This is an optimization exercise on Yosys and OpenROAD, whose aim is small area, not a production implementation.
In this exercise RTL edits were held to simulation tests only and were not proved equivalent to the original.
Power and IR drop assume default switching activity. The flow treats the clock pin as an ideal source, which a real chip does not have.

[flow/design.v]
module col216_core (
    input  wire        clk,
    input  wire        rst,           
    input  wire [15:0] prog_len,      
    output wire [15:0] imem_addr,
    input  wire [31:0] imem_rdata,
    output wire [17:0] dmem_addr,     
    output wire        dmem_we,
    output wire [31:0] dmem_wdata,
    input  wire [31:0] dmem_rdata,
    output wire        wb_valid,      
    output wire [4:0]  wb_rd,
    output wire [31:0] wb_data,
    output wire        halted,
    output wire        fault,
    output wire [2:0]  fault_code,
    output wire [15:0] fault_pc
);
    reg [3:0]  ph;                    
    reg        clr;                   
    reg [15:0] pc;
    reg        halt_r;
    reg        fault_r;
    reg [2:0]  fcode;
    reg        c;                     
    reg        z;                     
    reg [31:0] A;                     
    reg [31:0] R;                     
    reg [6:0]  mc;                    
    reg        wbv_r;                 
    reg        st_r;                  
    reg [4:0]  wb_rd_r;
    reg [1:0]  mc0;                   
    reg        mprev;                 
    wire rev2  = ph[3];
    wire first = (ph[2:0] == 3'd0);
    wire last  = (ph == 4'd15);
    wire go    = ~fault_r & ~halt_r;
    wire [31:0] instr = imem_rdata;
    wire [5:0]  op    = instr[31:26];
    wire [4:0]  rs    = instr[25:21];
    wire [4:0]  rt    = instr[20:16];
    wire [4:0]  rd    = instr[15:11];
    wire is_add  = (op == 6'd1);
    wire is_sub  = (op == 6'd2);
    wire is_mul  = (op == 6'd3);
    wire is_slt  = (op == 6'd4);
    wire is_addi = (op == 6'd5);
    wire is_lw   = (op == 6'd6);
    wire is_sw   = (op == 6'd7);
    wire is_beq  = (op == 6'd8);
    wire is_bne  = (op == 6'd9);
    wire is_j    = (op == 6'd10);
    wire is_r    = is_add | is_sub | is_mul | is_slt;
    wire is_mem  = is_lw | is_sw;
    wire is_br   = is_beq | is_bne;
    wire writes  = is_r | is_addi | is_lw;
    wire [4:0] dest = is_r ? rd : rt;
    wire op_ok      = (op != 6'd0) & (op <= 6'd10);
    wire bad_syntax = ~op_ok | (is_r & (instr[10:0] != 11'd0));
    wire bad_reg    = (is_r & (rd == 5'd0)) | ((is_addi | is_lw) & (rt == 5'd0));
    wire dec_fault  = bad_syntax | bad_reg;
    wire [2:0] dec_code = bad_syntax ? 3'd4 : 3'd1;
    wire [15:0] cx   = rev2 ? A[17:2] : ph[0] ? instr[15:0] : pc;
    wire        c_gt = (cx > prog_len);
    wire        c_eq = (cx == prog_len);
    wire at_end     = c_eq;
    wire bad_label  = (is_br & (instr[15] | c_gt))
                    | (is_j  & ((instr[25:16] != 10'd0) | c_gt));
    wire [4:0] rsel = (rev2 ^ is_mem) ? rs : rt;
    wire       wen  = go & rev2 & writes;
    wire [3:0] tap [0:31];
    assign tap[0] = 4'd0;
    wire [3:0] wd;                    
    wire       fix;                   
    genvar g;
    generate
        for (g = 1; g < 32; g = g + 1) begin : rf
            reg  [31:0] ring;
            wire        we = clr | (wen & (dest == g));
            always @(posedge clk)
                ring <= {we ? (wd & {4{~clr}}) : ring[3:0], ring[31:8],
                         ring[7:5], ring[4] | (we & fix)};
            assign tap[g] = ring[3:0];
        end
    endgenerate
    wire [3:0] X = clr ? 4'd0 : tap[rsel];    
    wire [15:0] imm  = instr[15:0];
    wire [3:0]  immd = ph[2] ? {4{imm[15]}} : imm[{ph[1:0], 2'b00} +: 4];
    wire        inv  = rev2 & (is_sub | is_slt | is_br);
    wire [3:0]  Y    = ((rev2 & ~is_addi) ? R[3:0] : immd) ^ {4{inv}};
    wire        cin  = first ? inv : c;
    wire [4:0]  sum  = {1'b0, X} + {1'b0, Y} + {4'd0, cin};
    wire [3:0]  s    = sum[3:0];
    wire        co   = sum[4];
    wire        lt   = X[3] ^ Y[3] ^ co;             
    wire        zc   = (first | z) & (s == 4'd0);    
    assign fix = last & is_slt & lt;
    wire [3:0]  d   = X & {4{rev2}};
    wire        b0n = d[1];
    wire        b0s1 = d[0] ^ mprev;
    wire        b0s2 = (d[1] & ~d[0] & ~mprev) | (~d[1] & d[0] & mprev);
    wire        b1n = d[3];
    wire        b1s1 = d[2] ^ d[1];
    wire        b1s2 = (d[3] & ~d[2] & ~d[1]) | (~d[3] & d[2] & d[1]);
    wire [31:0] A2  = {A[30:0], 1'b0};
    wire [31:0] r0  = ((A & {32{b0s1}}) | (A2 & {32{b0s2}})) ^ {32{b0n}};
    wire [31:0] r1x = ((A & {32{b1s1}}) | (A2 & {32{b1s2}})) ^ {32{b1n}};
    wire [31:0] r1  = {r1x[29:0], 2'b00};
    wire [31:0] q0  = R;              
    wire [31:0] s3  = r0 ^ r1 ^ q0;
    wire [31:0] c3  = {((r0 & r1) | (r0 & q0) | (r1 & q0)), 1'b0};
    wire [31:0] msum;
    wire [7:0]  mco;
    wire [5:0]  n0 = {2'b00, s3[3:0]} + {2'b00, c3[3:0]} + {4'd0, mc0}
                   + {3'd0, b1n, 1'b0, b0n};
    assign msum[3:0] = n0[3:0];
    assign mco[0] = 1'b0;
    genvar k;
    generate
        for (k = 1; k < 8; k = k + 1) begin : nib
            wire cin_k = (k < 7) ? mc[k] : 1'b0;
            assign {mco[k], msum[4*k +: 4]} =
                {1'b0, s3[4*k +: 4]} + {1'b0, c3[4*k +: 4]} + {4'd0, cin_k};
        end
    endgenerate
    wire [3:0] mdig = dmem_rdata[{ph[2:0], 2'b00} +: 4];
    wire [3:0] res  = is_lw  ? mdig :
                      is_mul ? msum[3:0] :
                      is_slt ? 4'd0 : s;
    assign wd = res;
    wire [3:0] din  = ~rev2 ? (X & {4{~is_mul}}) : is_sw ? X : res;
    wire        mrun = rev2 & is_mul;
    wire [27:0] Rlo;
    generate
        for (k = 0; k < 7; k = k + 1) begin : rlo
            wire take = mrun & ({1'b0, ph[2:0]} <= 4'd6 - k);
            assign Rlo[4*k +: 4] = take ? msum[4*k+4 +: 4] : R[4*k+4 +: 4];
        end
    endgenerate
    wire ea_bad = (A[1:0] != 2'd0) | (A[31:20] != 12'd0) | ((A[19:18] == 2'd0) & ~c_gt & ~c_eq);
    wire taken = (is_beq & zc) | (is_bne & ~zc);
    always @(posedge clk) begin
        R   <= {din, Rlo[27:1], Rlo[0] | fix};
        wb_rd_r <= dest;
        if (~rev2)
            A <= {is_mem ? s : X, A[31:4]};
        mc0 <= n0[5:4] & {2{rev2}};
        mc  <= {mco[6:1], 1'b0} & {7{rev2}};
        mprev <= d[3] & ~last;
        c   <= co;
        z   <= zc;
        if (rst) begin
            ph      <= 4'd0;
            clr     <= 1'b1;
            pc      <= 16'd0;
            halt_r  <= 1'b0;
            fault_r <= 1'b0;
            wbv_r   <= 1'b0;
            st_r    <= 1'b0;
        end else begin
            wbv_r <= go & last & writes;
            st_r  <= go & last & is_sw;
            ph <= ph + 4'd1;
            if (ph == 4'd7)
                clr <= 1'b0;
            if (go) begin
                if (ph == 4'd0) begin
                    if (at_end)
                        halt_r <= 1'b1;
                    else if (dec_fault) begin
                        fault_r <= 1'b1;
                        fcode   <= dec_code;
                    end
                end
                if (ph == 4'd1 && bad_label) begin
                    fault_r <= 1'b1;
                    fcode   <= 3'd2;
                end
                if (ph == 4'd8 && is_mem && ea_bad) begin
                    fault_r <= 1'b1;
                    fcode   <= 3'd3;
                end
                if (last)
                    pc <= (is_j | (is_br & taken)) ? instr[15:0] : pc + 16'd1;
            end
        end
    end
    assign imem_addr  = pc;
    assign dmem_addr  = A[19:2];
    assign dmem_we    = st_r;
    assign dmem_wdata = R;
    assign wb_valid   = wbv_r;
    assign wb_rd      = wb_rd_r;
    assign wb_data    = R;
    assign halted     = halt_r;
    assign fault      = fault_r;
    assign fault_code = fcode;
    assign fault_pc   = pc;
endmodule
[flow/standard.sh]
#!/bin/bash
# synth_recipe.tcl (not shown) runs the flow's synth.tcl, then flattens the netlist and writes it again
# the make line also repeats each setting of config.mk as NAME=value (left out here)
make -C /OpenROAD-flow-scripts/flow DESIGN_CONFIG=/design/flow/config.mk WORK_HOME=/design/flow/orfs CLKGATE_MAP_FILE= SYNTH_SCRIPT=/design/flow/synth_recipe.tcl "${@:-finish}"
[flow/flow/run.sh]
#!/bin/bash
# Standard layout (standard.sh) with two changes: the port buffers are the
# smallest buffer cell, and clock tree synthesis uses larger sink clusters and
# no dummy loads. Each tool's full output stays in orfs/logs; make's own output
# goes to standard.log.
set -o pipefail
export BUFFER_PORTS_ARGS="-buffer_cell sky130_fd_sc_hd__buf_1"
export CTS_ARGS="-sink_clustering_enable -repair_clock_nets -dont_use_dummy_load -sink_clustering_size 30 -sink_clustering_max_diameter 100"
bash standard.sh > standard.log 2>&1
[flow/constraint.sdc]
create_clock -name core_clock -period 11.0 [get_ports {clk}]
set_input_delay 2.2000 -clock core_clock [delete_from_list [all_inputs] [get_ports {clk}]]
set_output_delay 2.2000 -clock core_clock [all_outputs]
set_load 0.01 [all_outputs]
[flow/config.mk]
export PLATFORM = sky130hd
export DESIGN_NAME = col216_core
export DESIGN_NICKNAME = col216_core
export VERILOG_FILES = /design/flow/design.v
export SDC_FILE = /design/flow/constraint.sdc
export NUM_CORES = 4
export LEC_CHECK = 0
export ABC_AREA = 1
export CAP_MARGIN = 20
export CORE_MARGIN = 2
export CORE_UTILIZATION = 60
export SLEW_MARGIN = 20
==> results of run 1 <==
-- cell usage in the layout, fill, tap and decap left out, types with 3 or more instances in the layout --
master	count
a21oi_1	88
a22oi_1	3
a31oi_1	15
buf_1	207
buf_4	20
clkbuf_16	43
dfxtp_1	1065
edfxtp_1	35
fa_1	48
ha_1	52
inv_1	204
inv_2	8
mux2_2	5
nand2_1	441
nand2_2	14
nand2_4	4
nand3_1	119
nand3_2	3
nand4_1	10
nor2_1	149
nor2_2	11
nor2_4	7
nor3_1	13
nor4_1	12
o211ai_1	12
o21a_1	4
o21ai_0	219
o21ai_1	6
o21bai_1	32
o221ai_1	3
o22ai_1	43
o22ai_2	21
o31ai_1	7
or2_2	3
xnor2_1	13
xor2_1	75
-- routing by layer --
metal,up-vias,GRT usage (%)
met5,-,0
met1,9606,37.2
li1,9538,-
met4,10,9.59
met3,142,4.44
met2,613,48.8
-- worst paths after layout --
path                   start              end  slack (ps)  cells past startpoint
max           imem_rdata[27]  rf[22].ring[31]        2240                     33
min reg2reg  rf[30].ring[13]   rf[30].ring[9]         300                      0
max reg2reg            ph[3]  rf[22].ring[31]        3560                     33
min          rf[30].ring[13]   rf[30].ring[9]         300                      0
-- kinds of logic (layout without fill, tap and decap cells) --
kind of cell             after synthesis  count (layout)  share of synthesized area, %
flip-flops                          1100            1100                          68.4
AND/OR/NAND/NOR                      796             796                          10.6
adder cells (fa/ha/maj)              100             100                          4.93
buffers and inverters                354             484                          5.19
multiplexers                           5               5                         0.172
XOR/XNOR                              88              88                          2.36
AO/OA/AOI/OAI                        461             461                          8.33
-- final cells by class --
type / instances / area, sq um
flip-flops and latches: 1100 / 22400
fillers: 4067 / 19200
multi-input cells: 1450 / 8670
clock buffers: 43 / 1080
repair buffers: 227 / 927
well taps: 696 / 871
inverters: 214 / 806
-- report_power, final --
group | switching [W] | internal [W]
clock network | 0.00111 | 0.000708
logic | 0.000146 | 0.0000532
registers | 0.0000189 | 0.00403
total | 0.00127 | 0.00479
-- metrics by stage --
step / hold slack, ps / std cells
final: 304 / 3730
after global routing: 305 / 3730
after CTS: 309 / 3730
after detailed placement: 312 / 3687
after global placement: 309 / 3687
after floorplan: 310 / 2904
-- state kept, by name (all words and copies together), names as in the netlist --
| signal | flops |
|---|---|
| A | 32 |
| mc | 6 |
| wbv_r | 1 |
| z | 1 |
| ph | 4 |
| clr | 1 |
| mprev | 1 |
| c | 1 |
| pc | 16 |
| st_r | 1 |
| mc0 | 2 |
| wb_rd_r | 5 |
| R | 32 |
| fault_r | 1 |
| halt_r | 1 |
| rf.ring | 992 |
| fcode | 3 |
==> reports/results.tsv, run 1 <==
metric	value	unit
EDFF count, synth	35	
Worst EP arrival	9210	ps
Largest stage delay, worst path	620	ps
# nets final	3218	
gr ovfl total	0	
first-pass GRT wire length	121000	microns
fin worst setup slack	2240	ps
Slew @ Worst Pin	997	ps
Top FF cell, synth	dfxtp_1	
Post-CTS Hold Fix Bufs	0	
Max Cap Viol	0	
clock sink count	1100	
FP Rows	85	
H-tree depth	2	
cell with the most instances after synthesis	dfxtp_1	
routed len/inst	21.5	microns
share of cells above drive strength 1	4.91	%
Worst Path Required	11450	ps
initial antenna violation count	6	
area grow syn2layout	6.11	%
Die Area	56400	sq um
dpl cell area	33600	sq um
Mapped Cells	2904	
status	timing/DRC/antenna clean	
Worst-path clk slew	110	ps
Worst Path Buf+Inv	8	
min Tclk post-route	8760	ps
DRC	0	
Critical-path top delay cell	inv_1	
Seq/Total Area, Yosys	68.4	%
crit path kind	input port to flop	
GPL Wtd Cong	0.962	
vias in the first global route	19635	
Detail Route met2 WL	38400	microns
Hold Fails Final Rpt	0	
Worst-Skew Late Latency	610	ps
Iter 0 DRT Violations	1549	
Tcrit/Tclk final	79.6	%
post-CTS setup buffer count	0	
Synth cell types	56	
DRT antenna net count	0	
Worst setup SP type	input port	
Clock Skew	45.8	ps
asr flop ratio synth	0	%
via count	19909	
Worst Hold Class	flop to flop	
Crit. End Element	flop	
1st-pass router iterations	6	
highest clock rate	114	MHz
TritonCTS Buffers	43	
core footprint	53900	sq um
DP HPWL	57900	microns
Synth warnings	1	
total track usage	28.5	%
Synth top cells by count	dfxtp_1, nand2_1, o21ai_0	
Pwr Total	0.00607	W
IO buf count	207	
CTS tree	built	
Starting Density	60.7	%
largest area contributor in the netlist	dfxtp_1	
Final Instance Area	34700	sq um
#FFs+latches synth	1100	
worst relative slew slack	33.5	%
Max clock buf depth	3	
Leak	14.4	nW
CP top delay family	simple AND/OR/NAND/NOR gates	
root buffer cell	clkbuf_16	
crit-path max FO	29	
Die Wd	238	microns
Yosys top cell area share	65.2	%
vias per cell	5.34	
Routed WL	80200	microns
Setup TNS	0	ps
dpl ws	1610	ps
pwr dens	175	nW/um^2
largest net degree at the start of global routing	72	
Mapped Area	32700	sq um
Met1 Wirelength	35000	microns
Resize count post-CTS	0	
height of the die	238	microns
endpoints failing setup	0	
diode count	0	
top cells by area, synth	dfxtp_1, nand2_1, o21ai_0	
peak supply drop	0.204	mV
Final Util	64.4	%
Top-Level Pins	208	
Routed met3 length	3970	microns
RSZ-0062 raised after global routing	false	
synthesized area per cell	11.3	sq um
top routing layer used	met5	
Mapped Nets	3086	
Final Max Slew Viols	0	
==> run 2: changes to the inputs <==
==> flow/flow/run.sh (replaced) <==
#!/bin/bash
# The standard layout (standard.sh) with three changes:
#  - synthesis maps logic with an area-oriented ABC script (flow/area.abc),
#    through flow/my_synth.tcl, otherwise the same as synth_recipe.tcl;
#  - the port buffers are the smallest buffer cell;
#  - clock tree synthesis uses larger sink clusters and no dummy loads.
# make's output goes to standard.log; each tool's full log is in orfs/logs.
set -o pipefail
W=$(pwd)
sed "s#SYNTH_SCRIPT=[^ ]*#SYNTH_SCRIPT=$W/flow/my_synth.tcl#" standard.sh > my_standard.sh
export MY_ABC_SCRIPT=$W/flow/area.abc
export BUFFER_PORTS_ARGS="-buffer_cell sky130_fd_sc_hd__buf_1"
export CTS_ARGS="-sink_clustering_enable -repair_clock_nets -dont_use_dummy_load -sink_clustering_size 30 -sink_clustering_max_diameter 100"
bash my_standard.sh > standard.log 2>&1
==> flow/flow/area.abc (new file) <==
&get -n
&st
&dch -f
&nf -R 1000 -p -F 8 -A 4 -E 50
&put
buffer -c
topo
stime -c
upsize -c
dnsize -c
==> flow/flow/my_synth.tcl (new file) <==
# synth_recipe.tcl (the standard synthesis) with one change: ABC maps the
# combinational logic with the script named by MY_ABC_SCRIPT (an area-oriented
# &nf mapping) instead of ORFS's. Registers are mapped before ABC runs, so
# they are the standard synthesis's registers, with the same names and cells.
proc synth {args} { yosys synth -nofsm -noshare {*}$args }
proc abc {args} {
  set i [lsearch -exact $args -script]
  if { $i >= 0 && [info exists ::env(MY_ABC_SCRIPT)] } {
    lset args [expr {$i + 1}] $::env(MY_ABC_SCRIPT)
  }
  yosys abc {*}$args
}
source $::env(SCRIPTS_DIR)/synth.tcl
# left out here: clear keep_hierarchy, flatten, clean up, hide names made inside functions, write 1_2_yosys.v
==> run 2 against run 1 <==
Maximum frequency down 11%; total power decreased by 0.84%; die area is 3.5% lower; synthesized cell count shrank 14%; clock power is essentially flat; critical path type unchanged; non-clock buffer count shrank 6; largest cell class unchanged; first-iteration DRC count decreased by 21%; flip-flop and latch count unchanged.
==> reports/results.tsv, run 2 <==
metric	value	unit	change
DP HPWL	49800	microns	-14%
R2R setup slack	3210	ps	-350 ps
Mapped Nets	2691		-13%
1st-pass router iterations	5		-1
Worst-path clk slew	110	ps	about the same
post-CTS setup buffer count	0		unchanged
Final Max Slew Viols	0		unchanged
area of the multi-input gates	8190	sq um	-5.5%
dpl ws	544	ps	-1070 ps
min Tclk post-route	9830	ps	+1070 ps
reg2reg path depth	27		-18%
Final Util	64.5	%	+0.080 points
EDFF count, synth	35		unchanged
GPL Wtd Cong	0.897		-6.7%
H-tree depth	2		unchanged
Mapped Cells	2509		-14%
asr flop ratio synth	0	%	unchanged
Die Area	54400	sq um	-3.5%
largest net degree at the start of global routing	50		-31%
Worst EP arrival	10320	ps	+1110 ps
Largest stage delay, worst path	570	ps	-50 ps
core footprint	52200	sq um	-3.1%
Max Cap Viol	0		unchanged
top cells by area, synth	dfxtp_1, edfxtp_1, o21ai_0		
R2R Path End	rf[14].ring[30]		
height of the die	233	microns	-1.8%
vias in the first global route	17100		-13%
Seq/Total Area, Yosys	70.9	%	+2.5 points
clock sink count	1100		unchanged
placed insts	3286		-11%
Critical-path top delay cell	or2_2		
via count	17609		-12%
Hold Crit Depth	0		unchanged
area grow syn2layout	6.75	%	
initial antenna violation count	0		-6
Synth top cells by count	dfxtp_1, nand2_1, o21ai_0		
RSZ-0062 raised after global routing	false		
max FFs per register	992		unchanged
worst relative slew slack	29.0	%	-4.5 points
FP Rows	84		-1.2%
largest area contributor in the netlist	dfxtp_1		
first-pass GRT wire length	103000	microns	-15%
Max clock buf depth	3		unchanged
min-delay src	rf[30].ring[6]		
Die Wd	233	microns	-1.8%
Worst Hold Class	flop to flop		
Mapped Area	31500	sq um	-3.6%
total track usage	25.3	%	-3.3 points
critical path's most frequent cell	fa_1		
fin worst setup slack	1170	ps	-1070 ps
Top-Level Pins	208		unchanged
Worst Path Buf+Inv	4		-4
routed len/inst	20.5	microns	-4.5%
Worst-Skew Late Latency	610	ps	about the same
Crit. End Element	flop		
Worst Path Required	11500	ps	+50 ps
most common cell after layout, fill and taps aside	dfxtp_1		
Top FF cell, synth	dfxtp_1		
endpoints failing setup	0		unchanged
crit-path max FO	31		+6.9%
hold endpoint	rf[30].ring[2]		
highest clock rate	102	MHz	-11%
pwr dens	179	nW/um^2	+2.2%
share of cells above drive strength 1	4.01	%	-0.90 points
Filler cells	4053		-0.34%
# nets final	2826		-12%
DRT antenna net count	0		unchanged
Synth cell types	62		+11%
crit path kind	input port to flop		
CTS tree	built		
Synth warnings	1		unchanged
Slew @ Worst Pin	1060	ps	+59.4 ps
Starting Density	60.4	%	-0.29 points
Worst setup SP type	input port		
Most flops, register	rf.ring		
non-filler cells, final	3330		-11%
cell with the most instances after synthesis	dfxtp_1		
Yosys top cell area share	67.6	%	+2.4 points
Clock Skew	61.4	ps	+15.6 ps
Hold Fails Final Rpt	0		unchanged
vias per cell	5.29		-0.93%
Tcrit/Tclk final	89.3	%	+9.7 points
CP top delay family	simple AND/OR/NAND/NOR gates		
worst flop-to-flop path startpoint	ph[3]		
synthesized area per cell	12.6	sq um	+12%
Routed WL	68300	microns	-15%
#FFs+latches synth	1100		unchanged
Leak	12.9	nW	-10%
peak supply drop	0.181	mV	-11%
Iter 0 DRT Violations	1226		-21%
IO buf count	207		unchanged
status	timing/DRC/antenna clean		
diode count	0		unchanged
Resize count post-CTS	0		unchanged
Largest regs	rf.ring x992, A x32, R x32		
Setup TNS	0	ps	unchanged
root buffer cell	clkbuf_16		
gr ovfl total	0		unchanged
DRC	0		unchanged
most frequent cells in the layout	dfxtp_1, nand2_1, buf_1		
TritonCTS Buffers	43		unchanged
Post-CTS Hold Fix Bufs	0		unchanged
FF+latch area	22400	sq um	about the same
==> run 2: cell types whose count changed after synthesis, moves of 22 or more <==
cell     previous run  this run
nand2_1           441       245
mux2i_1             0        22
a22oi_1             3        84
nand3_1           119        25
inv_1             206        72
o21ai_0           219       197
o22ai_1            43         0
xnor2_1            13        90
xor2_1             75        12
==> run 2: worst max path at each step <==
| stage | start | endpoint | slack (ps) | cells after the start |
|---|---|---|---|---|
| after global routing | imem_rdata[29] | rf[14].ring[30] | 620 | 29 |
| final | imem_rdata[29] | rf[14].ring[30] | 1170 | 29 |
| after global placement | imem_rdata[29] | rf[1].ring[30] | 890 | 29 |
| after floorplan | imem_rdata[29] | rf[16].ring[30] | 2460 | 29 |
| after CTS | imem_rdata[29] | rf[14].ring[30] | 1100 | 29 |
| after detailed placement | imem_rdata[29] | rf[14].ring[30] | 540 | 29 |
==> run 2: layout make-up <==
| class | count | share of cell area, % |
|---|---|---|
| multi-input combinational | 1203 | 24.3 |
| tap | 688 | 2.56 |
| timing repair buffer | 221 | 2.64 |
| sequential | 1100 | 66.4 |
| clock buffer | 43 | 3.20 |
| inverter | 75 | 0.843 |
==> run 2: logic make-up (layout without fill, tap and decap cells) <==
group	Yosys count	count (layout)	share of synthesized area (%)
buffers and inverters	206	339	3.28
XOR/XNOR	103	103	2.92
flip-flops	1100	1100	70.9
AO/OA/AOI/OAI	457	457	8.87
adder cells (fa/ha/maj)	100	100	5.11
multiplexers	51	51	2.16
AND/OR/NAND/NOR	492	492	6.74
==> run 2: where the power goes <==
part,switching [W],internal (W)
Clock,0.00109,0.000707
Sequential,0.0000334,0.00403
Combinational,0.0000946,0.0000570
Total,0.00122,0.00480
==> run 2: metal layers <==
metal	part of all wire, %	GRT usage (%)	vias to the layer above
li1	-	-	8546
met1	44	32.6	8498
met2	48	43.4	430
met3	3.8	3.14	135
met4	4.0	9.77	0
met5	0	0	-
==> run 2: metrics by stage <==
stage          instance area (sq um)  hold slack [ps]  total power [W]
5_1_grt                        33700              277          0.00621
3_5_place_dp                   32600              312          0.00431
6_report                       33700              278          0.00602
4_1_cts                        33600              280          0.00606
3_3_place_gp                   32600              310          0.00430
2_1_floorplan                  31500              310          0.00424
==> run 3: changes to the inputs <==
--- a/flow/design.v
+++ b/flow/design.v
@@ -71,2 +71,13 @@
     wire       wen  = go & rev2 & writes;
+    wire [3:0] whi;
+    wire [7:0] wlo;
+    genvar h;
+    generate
+        for (h = 0; h < 4; h = h + 1) begin : wh
+            assign whi[h] = clr | (wen & (dest[4:3] == h));
+        end
+        for (h = 0; h < 8; h = h + 1) begin : wl
+            assign wlo[h] = clr | (dest[2:0] == h);
+        end
+    endgenerate
     wire [3:0] tap [0:31];
@@ -79,3 +90,3 @@
             reg  [31:0] ring;
-            wire        we = clr | (wen & (dest == g));
+            wire        we = whi[g >> 3] & wlo[g & 7];
             always @(posedge clk)
==> run 3 against run 2 <==
Still clean on timing, DRC and antenna; synthesized cell count down 1.6%; synthesized area decreased by 0.45%; hold slack better by 7.2 ps; setup slack better by 180 ps; flip-flop and latch count unchanged; combinational power up 9%; core utilization increased by 0.68 points; cell count fell by 1.3%; total power grew 1.4%; die area decreased by 0.44%; sequential power increased by 2%; critical path depth is 1 lower; highest routed layer is now met5.
==> reports/results.tsv, run 3 <==
metric	value	unit	change
Clk network pwr share	29.5	%	-0.4 points
reg2reg path depth	26		-3.7%
Reg power frac	67.8	%	+0.2 points
most common cell after layout, fill and taps aside	dfxtp_1		
share of cells above drive strength 1	4.18	%	+0.17 points
R2R Path End	rf[14].ring[30]		
Worst-Skew Late Latency	620	ps	about the same
vias per cell	5.37		+1.5%
worst flop-to-flop path startpoint	ph[3]		
most frequent cells in the layout	dfxtp_1, nor2_1, a21oi_1		
Critical-path top delay cell	mux2i_1		
synthesized area per cell	12.7	sq um	+1.2%
first-pass GRT wire length	99700	microns	-2.8%
DP HPWL	48000	microns	-3.6%
Resize count post-CTS	0		unchanged
IO buf count	207		unchanged
DRC	0		unchanged
Synth warnings	1		unchanged
H-tree depth	2		unchanged
Worst Path Buf+Inv	5		+1
Final Max Slew Viols	0		unchanged
max FFs per register	992		unchanged
Post-CTS Hold Fix Bufs	0		unchanged
min Tclk post-route	9640	ps	-183 ps
status	timing/DRC/antenna clean		
endpoints failing setup	0		unchanged
Mapped Area	31400	sq um	-0.45%
cell with the most instances after synthesis	dfxtp_1		
Die Wd	233	microns	-0.22%
asr flop ratio synth	0	%	unchanged
P_sw	0.00124	W	+1.8%
via count	17641		+0.18%
initial antenna violation count	3		+3
Tcrit/Tclk final	87.7	%	-1.7 points
Top FF cell, synth	dfxtp_1		
Starting Density	61.0	%	+0.58 points
Slew @ Worst Pin	1160	ps	+101 ps
GPL Wtd Cong	0.953		+6.2%
Hold WS	285	ps	+7.19 ps
Synth top cells by count	dfxtp_1, nor2_1, a21oi_1		
peak supply drop	0.188	mV	+4.1%
Most flops, register	rf.ring		
Worst Path Required	11430	ps	-70 ps
pwr dens	182	nW/um^2	+1.7%
Worst EP arrival	10070	ps	-250 ps
EDFF count, synth	35		unchanged
Crit. End Element	flop		
Crit path depth	28		-3.4%
critical path's most frequent cell	fa_1		
FF+latch area	22400	sq um	unchanged
CP top delay family	simple AND/OR/NAND/NOR gates		
gr ovfl total	0		unchanged
# nets final	2790		-1.3%
crit path kind	input port to flop		
Hold Fails Final Rpt	0		unchanged
Max clock buf depth	3		unchanged
Largest regs	rf.ring x992, A x32, R x32		
Seq/Total Area, Yosys	71.2	%	+0.32 points
Comb pwr share	2.7	%	+0.2 points
Mapped Cells	2468		-1.6%
Die Area	54200	sq um	-0.44%
Routed WL	67700	microns	-0.89%
post-CTS setup buffer count	0		unchanged
height of the die	233	microns	-0.22%
P_int	0.00486	W	+1.3%
Worst Hold Class	flop to flop		
Setup TNS	0	ps	unchanged
clock sink count	1100		unchanged
Yosys top cell area share	67.9	%	+0.30 points
FP Rows	83		-1.2%
RSZ-0062 raised after global routing	false		
R2R setup slack	3630	ps	+420 ps
Iter 0 DRT Violations	1375		+12%
largest net degree at the start of global routing	52		+4.0%
Max Cap Viol	0		unchanged
root buffer cell	clkbuf_16		
Largest stage delay, worst path	700	ps	+130 ps
top cells by area, synth	dfxtp_1, a21oi_1, edfxtp_1		
core footprint	51500	sq um	-1.4%
worst relative slew slack	22.8	%	-6.1 points
total track usage	24.6	%	-0.63 points
routed len/inst	20.6	microns	+0.38%
#FFs+latches synth	1100		unchanged
vias in the first global route	16625		-2.8%
highest clock rate	104	MHz	+1.9%
Leak	13.7	nW	+5.9%
CTS tree	built		
DRT antenna net count	0		unchanged
Filler cells	4026		-0.67%
crit-path max FO	31		unchanged
area of the multi-input gates	8040	sq um	-1.8%
Top-Level Pins	208		unchanged
largest area contributor in the netlist	dfxtp_1		
Net Sw Frac	20.4	%	+0.090 points
crit path to	rf[14].ring[30]		
TritonCTS Buffers	43		unchanged
Mapped Nets	2650		-1.5%
Setup crit start	imem_rdata[29]		
area grow syn2layout	6.86	%	about the same
Worst-path clk slew	100	ps	about the same
1st-pass router iterations	10		+5
Synth cell types	63		+1.6%
Clock Skew	67.4	ps	+5.93 ps
Worst setup SP type	input port		
run 3: stage by stage:
step | std cells | cell area, sq um | util [%] | total power [W] | setup WS (ps)
2_1_floorplan | 2468 | 31400 | - | 0.00431 | 2430
3_3_place_gp | 3243 | 32500 | 63.0 | 0.00438 | 1210
3_5_place_dp | 3243 | 32500 | 63.0 | 0.00439 | 880
4_1_cts | 3286 | 33600 | 65.1 | 0.00614 | 1500
5_1_grt | 3287 | 33600 | 65.1 | 0.00630 | 943
6_report | 3288 | 33600 | 65.1 | 0.00610 | 1360
run 3: power groups by stage:
| stage | sequential, W | clock [W] | combinational, W |
|---|---|---|---|
| after floorplan | 0.00420 | 0 | 0.000110 |
| after global placement | 0.00423 | 0 | 0.000159 |
| after detailed placement | 0.00423 | 0 | 0.000162 |
| after CTS | 0.00414 | 0.00184 | 0.000163 |
| after global routing | 0.00415 | 0.00198 | 0.000180 |
| final | 0.00414 | 0.00180 | 0.000165 |
run 3: cells by family (layout without fill, tap and decap cells):
group           after synthesis  count (layout)  synth area share [%]
xor+xnor                    103             103                  2.93
simple gates                442             442                  6.25
buf+inv                     208             346                  3.28
mux                          50              50                  2.12
other cells                   0               2                     0
fa+ha+maj                   100             100                  5.13
flops                      1100            1100                  71.2
compound gates              465             465                  9.05
run 3: how the worst min path moves through the flow:
stage,from,end,slack [ps],depth (start not counted)
2_1_floorplan,rf[10].ring[14],rf[10].ring[10],310,0
3_3_place_gp,rf[21].ring[12],rf[21].ring[8],310,0
3_5_place_dp,rf[14].ring[25],rf[14].ring[21],310,0
4_1_cts,rf[31].ring[5],rf[31].ring[1],280,0
5_1_grt,rf[31].ring[5],rf[31].ring[1],270,0
6_report,rf[31].ring[22],rf[31].ring[18],290,0
run 3: final cells by class:
cell class / instances / share of cell area, %
repair buffers: 226 / 2.74
multi-input cells: 1160 / 24.0
inverters: 77 / 0.861
well taps: 680 / 2.54
flip-flops and latches: 1100 / 66.7
clock buffers: 43 / 3.21
diodes: 2 / 0.0149
run 3: per-layer routing:
layer | global-route usage, % | part of all wire (%) | vias up
met2 | 37.3 | 43 | 608
met4 | 9.12 | 3.7 | 2
li1 | - | - | 8435
met1 | 35.8 | 47 | 8477
met5 | 0 | 0.012 | -
met3 | 4.13 | 6.3 | 119
==> run 4: changes to the inputs <==
--- a/flow/flow/run.sh
+++ b/flow/flow/run.sh
@@ -12,3 +12,3 @@
 export BUFFER_PORTS_ARGS="-buffer_cell sky130_fd_sc_hd__buf_1"
-export CTS_ARGS="-sink_clustering_enable -repair_clock_nets -dont_use_dummy_load -sink_clustering_size 30 -sink_clustering_max_diameter 100"
+export CTS_ARGS="-sink_clustering_enable -repair_clock_nets -dont_use_dummy_load -buf_list sky130_fd_sc_hd__clkbuf_8 -sink_clustering_size 20 -sink_clustering_max_diameter 50"
 bash my_standard.sh > standard.log 2>&1
--- a/flow/config.mk
+++ b/flow/config.mk
@@ -10,3 +10,3 @@
 export CORE_MARGIN = 2
-export CORE_UTILIZATION = 60
+export CORE_UTILIZATION = 70
 export SLEW_MARGIN = 20
==> run 4 against run 3 <==
Maximum frequency rose by 1.3%; critical path type unchanged; critical endpoint is now rf[11].ring[30]; highest routed layer unchanged; core utilization rose by 10 points; total power fell by 1.7%; hold slack improved by 6.4 ps; cell count fell by 1.9%; non-clock buffer count fell by 3; still clean on timing, DRC and antenna; sequential share of layout area rose by 0.42 points; via count rose by 3.4%; critical path depth fell by 1.
==> reports/results.tsv, run 4 <==
metric	value	unit	change
status	timing/DRC/antenna clean		
core footprint	44200	sq um	-14%
clock sink count	1100		unchanged
most frequent cells in the layout	dfxtp_1, nor2_1, a21oi_1		
Worst-path clk slew	110	ps	about the same
CP top delay family	simple AND/OR/NAND/NOR gates		
min Tclk post-route	9520	ps	-122 ps
P_sw	0.00126	W	+1.3%
Largest stage delay, worst path	710	ps	about the same
Resize count post-CTS	0		unchanged
Final Max Slew Viols	0		unchanged
highest clock rate	105	MHz	+1.3%
Mapped Nets	2650		unchanged
Worst Hold Class	flop to flop		
Mapped Cells	2468		unchanged
CTS tree	built		
P_int	0.00473	W	-2.5%
Net Sw Frac	21.0	%	+0.63 points
Mapped Area	31400	sq um	unchanged
share of cells above drive strength 1	5.13	%	+0.95 points
fin worst setup slack	1480	ps	+122 ps
Hold Fails Final Rpt	0		unchanged
Max Cap Viol	0		unchanged
Worst Path Buf+Inv	4		-1
top cells by area, synth	dfxtp_1, a21oi_1, edfxtp_1		
Yosys top cell area share	67.9	%	unchanged
crit-path max FO	31		unchanged
largest net degree at the start of global routing	52		unchanged
Reg power frac	69.1	%	+1.3 points
Pwr Total	0.00599	W	-1.7%
Setup TNS	0	ps	unchanged
crit path kind	input port to flop		
gr ovfl total	0		unchanged
max FFs per register	992		unchanged
TritonCTS Buffers	71		+65%
DRT antenna net count	0		unchanged
Worst EP arrival	10030	ps	-40 ps
GPL Wtd Cong	1.00		+5.3%
Starting Density	71.0	%	+10 points
Final Instance Area	33300	sq um	-0.63%
dpl cell area	32300	sq um	-0.43%
Seq/Total Area, Yosys	71.2	%	unchanged
Most flops, register	rf.ring		
1st-pass router iterations	6		-4
#FFs+latches synth	1100		unchanged
total track usage	30.1	%	+5.4 points
first-pass GRT wire length	106000	microns	+5.8%
Largest regs	rf.ring x992, A x32, R x32		
Leak	13.7	nW	-0.23%
asr flop ratio synth	0	%	unchanged
Top-Level Pins	208		unchanged
cell with the most instances after synthesis	dfxtp_1		
Die Wd	216	microns	-7.3%
Synth warnings	1		unchanged
most common cell after layout, fill and taps aside	dfxtp_1		
critical path's most frequent cell	fa_1		
worst relative slew slack	28.7	%	+5.9 points
pwr dens	180	nW/um^2	-1.1%
# nets final	2815		+0.90%
Post-CTS Hold Fix Bufs	0		unchanged
initial antenna violation count	3		unchanged
Critical-path top delay cell	mux2i_1		
via count	18235		+3.4%
endpoints failing setup	0		unchanged
Clock Skew	126	ps	+58.2 ps
vias in the first global route	17802		+7.1%
DP HPWL	48800	microns	+1.7%
FP Rows	77		-7.2%
Worst setup SP type	input port		
dpl ws	647	ps	-233 ps
Synth top cells by count	dfxtp_1, nor2_1, a21oi_1		
DRC	0		unchanged
Hold WS	292	ps	+6.44 ps
Synth cell types	63		unchanged
Iter 0 DRT Violations	1773		+29%
Worst-Skew Late Latency	710	ps	+90 ps
post-CTS setup buffer count	0		unchanged
Clk network pwr share	28.2	%	-1.3 points
H-tree depth	3		+1
IO buf count	207		unchanged
Crit. End Element	flop		
largest area contributor in the netlist	dfxtp_1		
synthesized area per cell	12.7	sq um	unchanged
height of the die	216	microns	-7.3%
routed len/inst	21.5	microns	+4.6%
vias per cell	5.65		+5.4%
Comb pwr share	2.7	%	about the same
Slew @ Worst Pin	1070	ps	-88.7 ps
peak supply drop	0.191	mV	+1.7%
Tcrit/Tclk final	86.6	%	-1.1 points
Top FF cell, synth	dfxtp_1		
Routed WL	69500	microns	+2.6%
area grow syn2layout	6.19	%	
Worst Path Required	11510	ps	+80 ps
Max clock buf depth	3		unchanged
EDFF count, synth	35		unchanged
Die Area	46600	sq um	-14%
root buffer cell	clkbuf_8		
RSZ-0062 raised after global routing	false		
run 4: cells by family (layout without fill, tap and decap cells):
group | Yosys count | count (layout) | synth area share, %
compound gates | 465 | 465 | 9.05
xor+xnor | 103 | 103 | 2.93
fa+ha+maj | 100 | 100 | 5.13
buf+inv | 208 | 371 | 3.28
flops | 1100 | 1100 | 71.2
mux | 50 | 50 | 2.12
other cells | 0 | 2 | 0
simple gates | 442 | 442 | 6.25
run 4: worst paths after layout:
check                                    start  cells past startpoint  slack, ps         endpoint
worst min register to register  rf[9].ring[28]                      0        290   rf[9].ring[24]
worst max-delay path            imem_rdata[29]                     27       1480  rf[11].ring[30]
worst max register to register           ph[3]                     25       3640  rf[11].ring[30]
worst min-delay path            rf[9].ring[28]                      0        290   rf[9].ring[24]
run 4: cell type report:
class	count	area, sq um
fillers	2783	10900
repair buffers	223	905
inverters	77	289
clock buffers	71	977
diodes	2	5.00
multi-input cells	1160	8060
well taps	592	741
flip-flops and latches	1100	22400
run 4: routing by layer:
layer	up-vias	routed length, microns	global-route usage, %
li1	8481	-	-
met1	8869	30800	42.4
met2	731	31400	46.9
met3	150	5000	5.96
met4	4	2250	10.3
met5	-	27	0
run 4: worst reg2reg max path: stages (launching register included):
cell and delay, ps:
dfxtp_1 370, inv_2 90, xnor2_4 290, mux2i_1 710, nand2b_1 260, nor2_1 280
a22o_1 180, a221oi_1 50, nand4_1 170, nor3_1 120, nor2_4 150, inv_2 100
nor2_8 490, inv_2 70, or3_1 400, o21ai_4 310, a22oi_1 230, xnor2_1 200
fa_1 520, inv_1 50, fa_1 500, fa_1 550, o22ai_1 80, a21oi_1 200
or2_2 660, a21oi_1 190
run 4: through the flow:
step	instances	utilization, %
final	3225	75.4
after global routing	3223	75.4
after CTS	3222	75.3
after detailed placement	3151	73.1
after global placement	3151	73.1
after floorplan	2468	-
run 4: power groups by stage:
| stage | sequential [W] | combinational (W) | clock (W) |
|---|---|---|---|
| floorplan | 0.00420 | 0.000110 | 0 |
| global placement | 0.00423 | 0.000155 | 0 |
| detailed placement | 0.00423 | 0.000159 | 0 |
| CTS | 0.00414 | 0.000160 | 0.00172 |
| global route | 0.00415 | 0.000179 | 0.00185 |
| finish | 0.00414 | 0.000163 | 0.00169 |
==> run 5: changes to the inputs <==
--- a/flow/flow/run.sh
+++ b/flow/flow/run.sh
@@ -12,3 +12,3 @@
 export BUFFER_PORTS_ARGS="-buffer_cell sky130_fd_sc_hd__buf_1"
-export CTS_ARGS="-sink_clustering_enable -repair_clock_nets -dont_use_dummy_load -buf_list sky130_fd_sc_hd__clkbuf_8 -sink_clustering_size 20 -sink_clustering_max_diameter 50"
+export CTS_ARGS="-sink_clustering_enable -repair_clock_nets -dont_use_dummy_load -buf_list \"sky130_fd_sc_hd__clkbuf_8 sky130_fd_sc_hd__clkbuf_16\" -root_buf sky130_fd_sc_hd__clkbuf_16 -tree_buf sky130_fd_sc_hd__clkbuf_16 -sink_clustering_buffer sky130_fd_sc_hd__clkbuf_8 -sink_clustering_size 20 -sink_clustering_max_diameter 80"
 bash my_standard.sh > standard.log 2>&1
--- a/flow/config.mk
+++ b/flow/config.mk
@@ -10,3 +10,3 @@
 export CORE_MARGIN = 2
-export CORE_UTILIZATION = 70
+export CORE_UTILIZATION = 60
 export SLEW_MARGIN = 20
==> run 5 against run 4 <==
Still clean; sequential power about the same; global-route usage fell by 5.2 points; synthesized cell count unchanged; via count shrank 2.3%; count of clock-buffer cells in the layout decreased by 5; design area increased by 0.43%; critical path depth increased by 1; combinational power is essentially flat; non-clock buffer count increased by 3; sequential share of layout area decreased by 0.29 points; cell count rose by 2.7%; clock power about the same; highest routed layer unchanged.
==> reports/results.tsv, run 5 <==
metric	value	unit	change
status	timing/DRC/antenna clean		
DRT antenna net count	0		unchanged
1st-pass router iterations	6		unchanged
Die Area	54200	sq um	+16%
endpoints failing setup	0		unchanged
P_int	0.00477	W	+0.75%
top cells by area, synth	dfxtp_1, a21oi_1, edfxtp_1		
#FFs+latches synth	1100		unchanged
P_sw	0.00125	W	-0.54%
Yosys top cell area share	67.9	%	unchanged
Setup crit start	imem_rdata[29]		
Setup TNS	0	ps	unchanged
worst flop-to-flop path startpoint	ph[3]		
Worst Path Required	11430	ps	-80 ps
Net Sw Frac	20.8	%	-0.21 points
Mapped Nets	2650		unchanged
Synth warnings	1		unchanged
Top-Level Pins	208		unchanged
highest clock rate	104	MHz	-0.85%
Synth cell types	63		unchanged
gr ovfl total	0		unchanged
largest area contributor in the netlist	dfxtp_1		
Max clock buf depth	3		unchanged
critical path's most frequent cell	fa_1		
EDFF count, synth	35		unchanged
Crit. End Element	flop		
most frequent cells in the layout	dfxtp_1, nor2_1, a21oi_1		
Reg power frac	68.7	%	-0.4 points
Mapped Cells	2468		unchanged
first-pass GRT wire length	100000	microns	-5.1%
min Tclk post-route	9600	ps	+82.0 ps
crit-path max FO	31		unchanged
DRC	0		unchanged
Hold Fails Final Rpt	0		unchanged
height of the die	233	microns	+7.9%
Comb pwr share	2.7	%	about the same
cell with the most instances after synthesis	dfxtp_1		
IO buf count	207		unchanged
Largest stage delay, worst path	700	ps	about the same
asr flop ratio synth	0	%	unchanged
routed len/inst	20.4	microns	-5.2%
initial antenna violation count	4		+1
Clock Skew	80.3	ps	-45.2 ps
min-delay src	rf[7].ring[29]		
largest net degree at the start of global routing	52		unchanged
Starting Density	61.0	%	-10 points
FP Rows	83		+7.8%
Filler cells	4027		+45%
# nets final	2813		-0.071%
worst relative slew slack	25.8	%	-2.9 points
RSZ-0062 raised after global routing	false		
crit path kind	input port to flop		
Worst EP arrival	10030	ps	about the same
CTS tree	built		
Top FF cell, synth	dfxtp_1		
Routed WL	67600	microns	-2.7%
Final Max Slew Viols	0		unchanged
vias in the first global route	16847		-5.4%
root buffer cell	clkbuf_16		
Post-CTS Hold Fix Bufs	0		unchanged
GPL Wtd Cong	0.953		-5.0%
Mapped Area	31400	sq um	unchanged
peak supply drop	0.160	mV	-17%
Most flops, register	rf.ring		
Worst-path clk slew	110	ps	about the same
non-filler cells, final	3311		+2.7%
vias per cell	5.38		-4.8%
placed insts	3243		+2.9%
total track usage	24.9	%	-5.2 points
Max Cap Viol	0		unchanged
Resize count post-CTS	0		unchanged
Critical-path top delay cell	mux2i_1		
H-tree depth	3		unchanged
Tcrit/Tclk final	87.3	%	+0.75 points
R2R setup slack	3600	ps	-40 ps
core footprint	51500	sq um	+16%
most common cell after layout, fill and taps aside	dfxtp_1		
max FFs per register	992		unchanged
synthesized area per cell	12.7	sq um	unchanged
post-CTS setup buffer count	0		unchanged
Seq/Total Area, Yosys	71.2	%	unchanged
Worst Hold Class	flop to flop		
Largest regs	rf.ring x992, A x32, R x32		
Iter 0 DRT Violations	1380		-22%
Worst setup SP type	input port		
TritonCTS Buffers	66		-7.0%
Worst-Skew Late Latency	600	ps	-110 ps
Slew @ Worst Pin	1110	ps	+43.3 ps
Die Wd	233	microns	+7.9%
pwr dens	180	nW/um^2	about the same
Leak	13.7	nW	+0.16%
DP HPWL	48000	microns	-1.7%
Clk network pwr share	28.6	%	+0.4 points
area grow syn2layout	6.65	%	
clock sink count	1100		unchanged
via count	17821		-2.3%
share of cells above drive strength 1	5.02	%	-0.11 points
Synth top cells by count	dfxtp_1, nor2_1, a21oi_1		
[run 5: per-layer routing]
| layer | track usage (%) | vias up | share of wire (%) |
|---|---|---|---|
| met4 | 10.8 | 4 | 3.9 |
| met1 | 35.5 | 8530 | 46 |
| met2 | 37.0 | 661 | 43 |
| met3 | 4.85 | 156 | 6.8 |
| met5 | 0 | - | 0.038 |
| li1 | - | 8470 | - |
[run 5: cells by family (layout without fill, tap and decap cells)]
logic type / count (synthesis) / in the layout / synth area share [%]
AOI/OAI and AO/OA: 465 / 465 / 9.05
xor gates and xnor gates: 103 / 103 / 2.93
adders and majority gates: 100 / 100 / 5.13
buffers and inverters: 208 / 369 / 3.28
DFF: 1100 / 1100 / 71.2
muxes: 50 / 50 / 2.12
other: 0 / 2 / 0
and+or+nand+nor: 442 / 442 / 6.25
[run 5: layout make-up]
cell class	instances	area (sq um)	share of cell area, %
diodes	2	5.00	0.0149
clock buffers	66	1010	3.02
inverters	77	289	0.863
multi-input cells	1160	8040	24.0
flip-flops and latches	1100	22400	66.8
well taps	680	851	2.54
repair buffers	226	920	2.75
[run 5: worst paths after layout]
path | depth (start not counted) | to
max | 28 | rf[6].ring[30]
min | 0 | rf[7].ring[25]
max reg2reg | 26 | rf[6].ring[30]
min reg2reg | 0 | rf[7].ring[25]
[run 5: through the flow]
| step | power [W] | worst slack, ps | utilization (%) | hold WS [ps] | instance area (sq um) |
|---|---|---|---|---|---|
| 6_report | 0.00602 | 1400 | 65.0 | 316 | 33500 |
| 3_3_place_gp | 0.00438 | 1210 | 63.0 | 309 | 32500 |
| 3_5_place_dp | 0.00439 | 880 | 63.0 | 312 | 32500 |
| 5_1_grt | 0.00624 | 962 | 65.0 | 318 | 33500 |
| 4_1_cts | 0.00607 | 1500 | 65.0 | 313 | 33500 |
| 2_1_floorplan | 0.00431 | 2430 | - | 310 | 31400 |
[run 5: worst max-delay path: cells and delay by family]
kind,cells,cell delay (ps)
AO/OA/AOI/OAI,7,890
adder cells (fa/ha/maj),3,1620
multiplexers,1,700
XOR/XNOR,2,530
AND/OR/NAND/NOR,10,3320
buffers and inverters,5,700
[run 5: power by group through the flow]
stage / Sequential, W / Clock, W / Combinational, W
4_1_cts: 0.00414 / 0.00177 / 0.000163
3_3_place_gp: 0.00423 / 0 / 0.000159
3_5_place_dp: 0.00423 / 0 / 0.000162
5_1_grt: 0.00415 / 0.00191 / 0.000180
6_report: 0.00414 / 0.00172 / 0.000165
2_1_floorplan: 0.00420 / 0 / 0.000110
==> run 6: changes to the inputs <==
--- a/flow/flow/run.sh
+++ b/flow/flow/run.sh
@@ -12,3 +12,3 @@
 export BUFFER_PORTS_ARGS="-buffer_cell sky130_fd_sc_hd__buf_1"
-export CTS_ARGS="-sink_clustering_enable -repair_clock_nets -dont_use_dummy_load -buf_list \"sky130_fd_sc_hd__clkbuf_8 sky130_fd_sc_hd__clkbuf_16\" -root_buf sky130_fd_sc_hd__clkbuf_16 -tree_buf sky130_fd_sc_hd__clkbuf_16 -sink_clustering_buffer sky130_fd_sc_hd__clkbuf_8 -sink_clustering_size 20 -sink_clustering_max_diameter 80"
+export CTS_ARGS="-sink_clustering_enable -repair_clock_nets -dont_use_dummy_load -buf_list sky130_fd_sc_hd__clkbuf_8 -sink_clustering_size 20 -sink_clustering_max_diameter 80"
 bash my_standard.sh > standard.log 2>&1
--- a/flow/config.mk
+++ b/flow/config.mk
@@ -8,5 +8,5 @@
 export ABC_AREA = 1
-export CAP_MARGIN = 20
+export CAP_MARGIN = 0
 export CORE_MARGIN = 2
 export CORE_UTILIZATION = 60
-export SLEW_MARGIN = 20
+export SLEW_MARGIN = 0
==> run 6 against run 5 <==
Sequential share of layout area grew 0.20 points; synthesized cell count is the same; global-route usage is essentially flat; hold slack lost 18 ps; register-to-register slack lost 30 ps; die area is the same; combinational power is essentially flat; flip-flop and latch count is the same; maximum frequency grew 0.14%.
==> reports/results.tsv, run 6 <==
metric	value	unit	change
Max Cap Viol	0		unchanged
Synth warnings	1		unchanged
Starting Density	61.0	%	unchanged
Tcrit/Tclk final	87.2	%	-0.12 points
most common cell after layout, fill and taps aside	dfxtp_1		
crit path kind	input port to flop		
Final Util	64.8	%	-0.19 points
DP HPWL	48000	microns	unchanged
share of cells above drive strength 1	5.02	%	unchanged
CP top delay family	simple AND/OR/NAND/NOR gates		
initial antenna violation count	4		unchanged
FP Rows	83		unchanged
Worst-Skew Late Latency	690	ps	+90 ps
dpl cell area	32500	sq um	unchanged
peak supply drop	0.159	mV	-0.16%
1st-pass router iterations	6		unchanged
post-synthesis xor/xnor area fraction	2.93	%	unchanged
max FFs per register	992		unchanged
height of the die	233	microns	unchanged
Crit. End Element	flop		
non-filler cells, final	3312		+0.030%
cell with the most instances after synthesis	dfxtp_1		
Synth top cells by count	dfxtp_1, nor2_1, a21oi_1		
Top FF cell, synth	dfxtp_1		
Clock Skew	102	ps	+21.5 ps
pwr dens	178	nW/um^2	-1.1%
Post-CTS Hold Fix Bufs	0		unchanged
Worst Path Required	11500	ps	+70 ps
mux contribution to synthesized area	2.12	%	unchanged
RSZ-0062 raised after global routing	false		
Setup TNS	0	ps	unchanged
vias per cell	5.37		-0.17%
IO buf count	207		unchanged
Synth Area in Compound Gates	9.05	%	unchanged
Largest stage delay, worst path	720	ps	+20 ps
status	timing/DRC/antenna clean		
total track usage	24.8	%	about the same
Mapped Area	31400	sq um	unchanged
placed insts	3243		unchanged
Synth cell types	63		unchanged
#FFs+latches synth	1100		unchanged
min Tclk post-route	9590	ps	-13.7 ps
Synth Area in Adders	5.13	%	unchanged
Resize count post-CTS	0		unchanged
# nets final	2813		unchanged
crit-path max FO	31		unchanged
vias in the first global route	16826		-0.12%
most frequent cells in the layout	dfxtp_1, nor2_1, a21oi_1		
DRC	0		unchanged
clock sink count	1100		unchanged
Worst-path clk slew	110	ps	about the same
Slew @ Worst Pin	1090	ps	-18.2 ps
Final Instance Area	33400	sq um	-0.30%
Mapped Cells	2468		unchanged
EDFF count, synth	35		unchanged
root buffer cell	clkbuf_8		
top cells by area, synth	dfxtp_1, a21oi_1, edfxtp_1		
highest clock rate	104	MHz	+0.14%
Worst Hold Class	flop to flop		
via count	17796		-0.14%
synthesized area per cell	12.7	sq um	unchanged
post-CTS setup buffer count	0		unchanged
Die Wd	233	microns	unchanged
Most flops, register	rf.ring		
worst relative slew slack	27.1	%	+1.2 points
Routed WL	67800	microns	+0.21%
Mapped Nets	2650		unchanged
gr ovfl total	0		unchanged
Seq/Total Area, Yosys	71.2	%	unchanged
Critical-path top delay cell	mux2i_1		
Leak	13.6	nW	-0.34%
Yosys top cell area share	67.9	%	unchanged
dpl ws	880	ps	unchanged
core footprint	51500	sq um	unchanged
Worst EP arrival	10090	ps	+60 ps
Top-Level Pins	208		unchanged
Worst setup SP type	input port		
main combinational cell family by area after synthesis	compound AO/OA/AOI/OAI gates		
Final Max Slew Viols	0		unchanged
routed len/inst	20.5	microns	+0.18%
Die Area	54200	sq um	unchanged
CTS tree	built		
largest net degree at the start of global routing	52		unchanged
DRT antenna net count	0		unchanged
largest area contributor in the netlist	dfxtp_1		
Worst Path Buf+Inv	5		unchanged
TritonCTS Buffers	66		unchanged
area grow syn2layout	6.33	%	
asr flop ratio synth	0	%	unchanged
Largest regs	rf.ring x992, A x32, R x32		
GPL Wtd Cong	0.953		unchanged
Hold Fails Final Rpt	0		unchanged
R2R setup slack	3570	ps	-30 ps
fin worst setup slack	1410	ps	+13.7 ps
endpoints failing setup	0		unchanged
first-pass GRT wire length	100000	microns	about the same
critical path's most frequent cell	fa_1		
H-tree depth	3		unchanged
Iter 0 DRT Violations	1436		+4.1%
Simple-Gate Fraction of Synth Area	6.25	%	unchanged
Max clock buf depth	3		unchanged
==> run 6: cell types whose count changed in the layout (fill, tap and decap cells not counted), sizes merged <==
cell   change
diode      +1
==> run 6: metal layers <==
layer,global-route usage [%],wire length [microns],vias up
met3,4.84,4380,147
met4,10.6,2800,2
met1,35.6,31700,8559
met5,0,8,-
met2,37.0,28900,614
li1,-,-,8474
==> run 6: path summary, 6_finish.rpt <==
| check | start | end | depth (start not counted) |
|---|---|---|---|
| min | rf[30].ring[29] | rf[30].ring[25] | 0 |
| max | imem_rdata[29] | rf[6].ring[30] | 28 |
| max reg2reg | ph[3] | rf[6].ring[30] | 26 |
| min reg2reg | rf[30].ring[29] | rf[30].ring[25] | 0 |
==> run 6: kinds of logic after synthesis <==
| logic type | after synthesis |
|---|---|
| fa+ha+maj | 100 |
| flops | 1100 |
| compound gates | 465 |
| xor+xnor | 103 |
| buf+inv | 208 |
| simple gates | 442 |
| mux | 50 |
==> run 6: cell type report <==
type | instances | area [sq um]
antenna | 3 | 7.51
clock buffer | 66 | 908
fill | 4039 | 18100
inverter | 77 | 289
multi-input combinational | 1160 | 8040
sequential | 1100 | 22400
tap | 680 | 851
timing repair buffer | 226 | 920
==> run 6: worst reg2reg max path, delay by kind of cell (launching register included) <==
family	cells	cell delay, ps
adders and majority gates	3	1620
AOI/OAI and AO/OA	7	910
muxes	1	720
DFF	1	370
buffers and inverters	5	650
and+or+nand+nor	8	2540
xor gates and xnor gates	2	480
==> run 6: metrics by stage <==
stage / hold slack, ps / power (W)
3_5_place_dp: 312 / 0.00439
3_3_place_gp: 309 / 0.00438
2_1_floorplan: 310 / 0.00431
5_1_grt: 303 / 0.00615
6_report: 298 / 0.00594
4_1_cts: 294 / 0.00599
==> run 6: where the power goes <==
part / switching (W) / internal (W)
Combinational: 0.000104 / 0.0000616
Clock: 0.00109 / 0.000545
Sequential: 0.0000484 / 0.00409
==> run 7: changes to the inputs <==
--- a/flow/config.mk
+++ b/flow/config.mk
@@ -8,5 +8,5 @@
 export ABC_AREA = 1
-export CAP_MARGIN = 0
+export CAP_MARGIN = 20
 export CORE_MARGIN = 2
 export CORE_UTILIZATION = 60
-export SLEW_MARGIN = 0
+export SLEW_MARGIN = 20
==> run 7 against run 6 <==
Hold slack stayed put; register-to-register slack hardly changed; core utilization stayed put; critical path type unchanged; largest cell class unchanged.
==> reports/results.tsv, run 7 <==
metric	value	unit	change
Synth warnings	1		unchanged
Iter 0 DRT Violations	1436		unchanged
Worst-Skew Late Latency	690	ps	about the same
Max Cap Viol	0		unchanged
share of cells above drive strength 1	5.02	%	unchanged
top cells by area, synth	dfxtp_1, a21oi_1, edfxtp_1		
post-CTS setup buffer count	0		unchanged
critical path's most frequent cell	fa_1		
Net Sw Frac	20.9	%	unchanged
clock sink count	1100		unchanged
first-pass GRT wire length	100000	microns	unchanged
Hold Fails Final Rpt	0		unchanged
initial antenna violation count	4		unchanged
most common cell after layout, fill and taps aside	dfxtp_1		
vias per cell	5.37		unchanged
DRT antenna net count	0		unchanged
Worst EP arrival	10090	ps	about the same
Routed WL	67800	microns	unchanged
largest net degree at the start of global routing	52		unchanged
Mapped Area	31400	sq um	unchanged
Worst Hold Class	flop to flop		
Final Max Slew Viols	0		unchanged
max FFs per register	992		unchanged
peak supply drop	0.159	mV	unchanged
vias in the first global route	16826		unchanged
Most flops, register	rf.ring		
# nets final	2813		unchanged
asr flop ratio synth	0	%	unchanged
Clock Skew	102	ps	unchanged
Crit. End Element	flop		
endpoints failing setup	0		unchanged
TritonCTS Buffers	66		unchanged
Worst Path Required	11500	ps	about the same
Setup TNS	0	ps	unchanged
Largest stage delay, worst path	720	ps	about the same
Pwr Total	0.00594	W	unchanged
Post-CTS Hold Fix Bufs	0		unchanged
Filler cells	4039		unchanged
RSZ-0062 raised after global routing	false		
crit path kind	input port to flop		
Top-Level Pins	208		unchanged
Mapped Nets	2650		unchanged
Die Area	54200	sq um	unchanged
pwr dens	178	nW/um^2	unchanged
Critical-path top delay cell	mux2i_1		
Clk network pwr share	27.5	%	about the same
via count	17796		unchanged
Resize count post-CTS	0		unchanged
Synth top cells by count	dfxtp_1, nor2_1, a21oi_1		
Top FF cell, synth	dfxtp_1		
Tcrit/Tclk final	87.2	%	unchanged
Final Util	64.8	%	unchanged
#FFs+latches synth	1100		unchanged
FP Rows	83		unchanged
DRC	0		unchanged
Starting Density	61.0	%	unchanged
IO buf count	207		unchanged
Comb pwr share	2.8	%	about the same
most frequent cells in the layout	dfxtp_1, nor2_1, a21oi_1		
synthesized area per cell	12.7	sq um	unchanged
core footprint	51500	sq um	unchanged
Slew @ Worst Pin	1090	ps	unchanged
Worst setup SP type	input port		
gr ovfl total	0		unchanged
worst relative slew slack	27.1	%	unchanged
1st-pass router iterations	6		unchanged
EDFF count, synth	35		unchanged
P_sw	0.00124	W	unchanged
H-tree depth	3		unchanged
largest area contributor in the netlist	dfxtp_1		
Synth cell types	63		unchanged
Largest regs	rf.ring x992, A x32, R x32		
height of the die	233	microns	unchanged
Leak	13.6	nW	unchanged
status	timing/DRC/antenna clean		
Die Wd	233	microns	unchanged
cell with the most instances after synthesis	dfxtp_1		
crit-path max FO	31		unchanged
Mapped Cells	2468		unchanged
Max clock buf depth	3		unchanged
highest clock rate	104	MHz	unchanged
Seq/Total Area, Yosys	71.2	%	unchanged
area grow syn2layout	6.33	%	unchanged
Reg power frac	69.7	%	about the same
total track usage	24.8	%	unchanged
GPL Wtd Cong	0.953		unchanged
root buffer cell	clkbuf_8		
min Tclk post-route	9590	ps	unchanged
Yosys top cell area share	67.9	%	unchanged
routed len/inst	20.5	microns	unchanged
P_int	0.00470	W	unchanged
Worst-path clk slew	110	ps	about the same
DP HPWL	48000	microns	unchanged
CP top delay family	simple AND/OR/NAND/NOR gates		
Worst Path Buf+Inv	5		unchanged
CTS tree	built		
==> run 7: cell counts after synthesis <==
Identical to the previous run, type by type.
==> run 7: final timing paths <==
kind	startpoint	endpoint	slack, ps	depth (start not counted)
max	imem_rdata[29]	rf[6].ring[30]	1410	28
min reg2reg	rf[30].ring[29]	rf[30].ring[25]	300	0
max reg2reg	ph[3]	rf[6].ring[30]	3570	26
min	rf[30].ring[29]	rf[30].ring[25]	300	0
==> run 7: per-layer routing <==
layer | routed length, microns | up-vias | track usage (%)
li1 | - | 8474 | -
met4 | 2800 | 2 | 10.6
met3 | 4380 | 147 | 4.84
met1 | 31700 | 8559 | 35.6
met2 | 28900 | 614 | 37.0
met5 | 8 | - | 0
==> run 7: worst register-to-register path: stages (launching register included) <==
cell      delay [ps]
dfxtp_1          370
inv_2             80
xnor2_4          300
mux2i_1          720
nand2b_1         240
nor2_1           290
a22o_1           210
a221oi_1          60
nand4_1          170
nor3_1           110
nor2_4           170
inv_2            100
nor2_8           490
inv_2             80
or3_1            380
o21ai_2           60
buf_4            340
a22oi_1          150
xnor2_1          180
fa_1             540
inv_1             50
fa_1             510
fa_1             570
o22ai_1           90
a21oi_1          180
or2_2            690
a21oi_1          160
==> run 7: metrics by stage <==
step	cell area (sq um)	std cells	worst slack, ps	hold slack [ps]
after floorplan	31400	2468	2430	310
after global placement	32500	3243	1210	309
after detailed placement	32500	3243	880	312
after CTS	33400	3309	1590	294
after global routing	33400	3311	1050	303
final	33400	3312	1410	298
==> run 7: power groups by stage <==
stage / logic (W) / registers (W) / clock network, W
6_report: 0.000165 / 0.00414 / 0.00164
5_1_grt: 0.000180 / 0.00415 / 0.00182
4_1_cts: 0.000163 / 0.00414 / 0.00169
3_5_place_dp: 0.000162 / 0.00423 / 0
3_3_place_gp: 0.000159 / 0.00423 / 0
2_1_floorplan: 0.000110 / 0.00420 / 0
==> run 7: kinds of logic after synthesis <==
family / synth area share (%)
buf+inv: 3.28
fa+ha+maj: 5.13
xor+xnor: 2.93
flops: 71.2
compound gates: 9.05
simple gates: 6.25
mux: 2.12
==> run 7: cell type report <==
| cell class | instances | area (sq um) | share of cell area (%) |
|---|---|---|---|
| Sequential cell | 1100 | 22400 | 67.0 |
| Clock buffer | 66 | 908 | 2.72 |
| Multi-Input combinational cell | 1160 | 8040 | 24.1 |
| Inverter | 77 | 289 | 0.866 |
| Tap cell | 680 | 851 | 2.55 |
| Antenna cell | 3 | 7.51 | 0.0225 |
| Timing Repair Buffer | 226 | 920 | 2.75 |

[re-timing with driven ports]
In the flow no input, the clock included, has a driving cell. The finished layouts below were timed again as built, in two steps. Step 1 (the two cells are an assumption about what drives the block):
set clk [get_ports {clk}]
set_driving_cell -lib_cell sky130_fd_sc_hd__clkbuf_16 $clk
set_driving_cell -lib_cell sky130_fd_sc_hd__buf_2 [delete_from_list [all_inputs] $clk]
Step 2 times the ports against the registers' clock, not the clock port: input delays grow and output delays shrink by t, the midpoint of the rising clock arrivals with the driver on. a / b / c = ideal / step 1 / step 2; a / b = the first two.
run	shift t [ns]	setup slack, ns	latest minus earliest clock arrival (ns)
run 1	0.643	2.242 / 2.198 / 1.555	0.046 / 0.046
run 2	0.633	1.174 / 1.210 / 0.577	0.062 / 0.061
run 3	0.641	1.357 / 1.392 / 0.751	0.067 / 0.068
run 4	0.701	1.479 / 1.498 / 0.797	0.126 / 0.127
run 5	0.621	1.397 / 1.432 / 0.810	0.080 / 0.081
run 6	0.691	1.411 / 1.443 / 0.752	0.102 / 0.102
run 7	0.691	1.411 / 1.443 / 0.752	0.102 / 0.102
After both steps setup and hold are still met in every run listed. The setup slack of run 1, which loses most, moves by -0.044 ns with the drivers and by -0.687 ns with both steps.
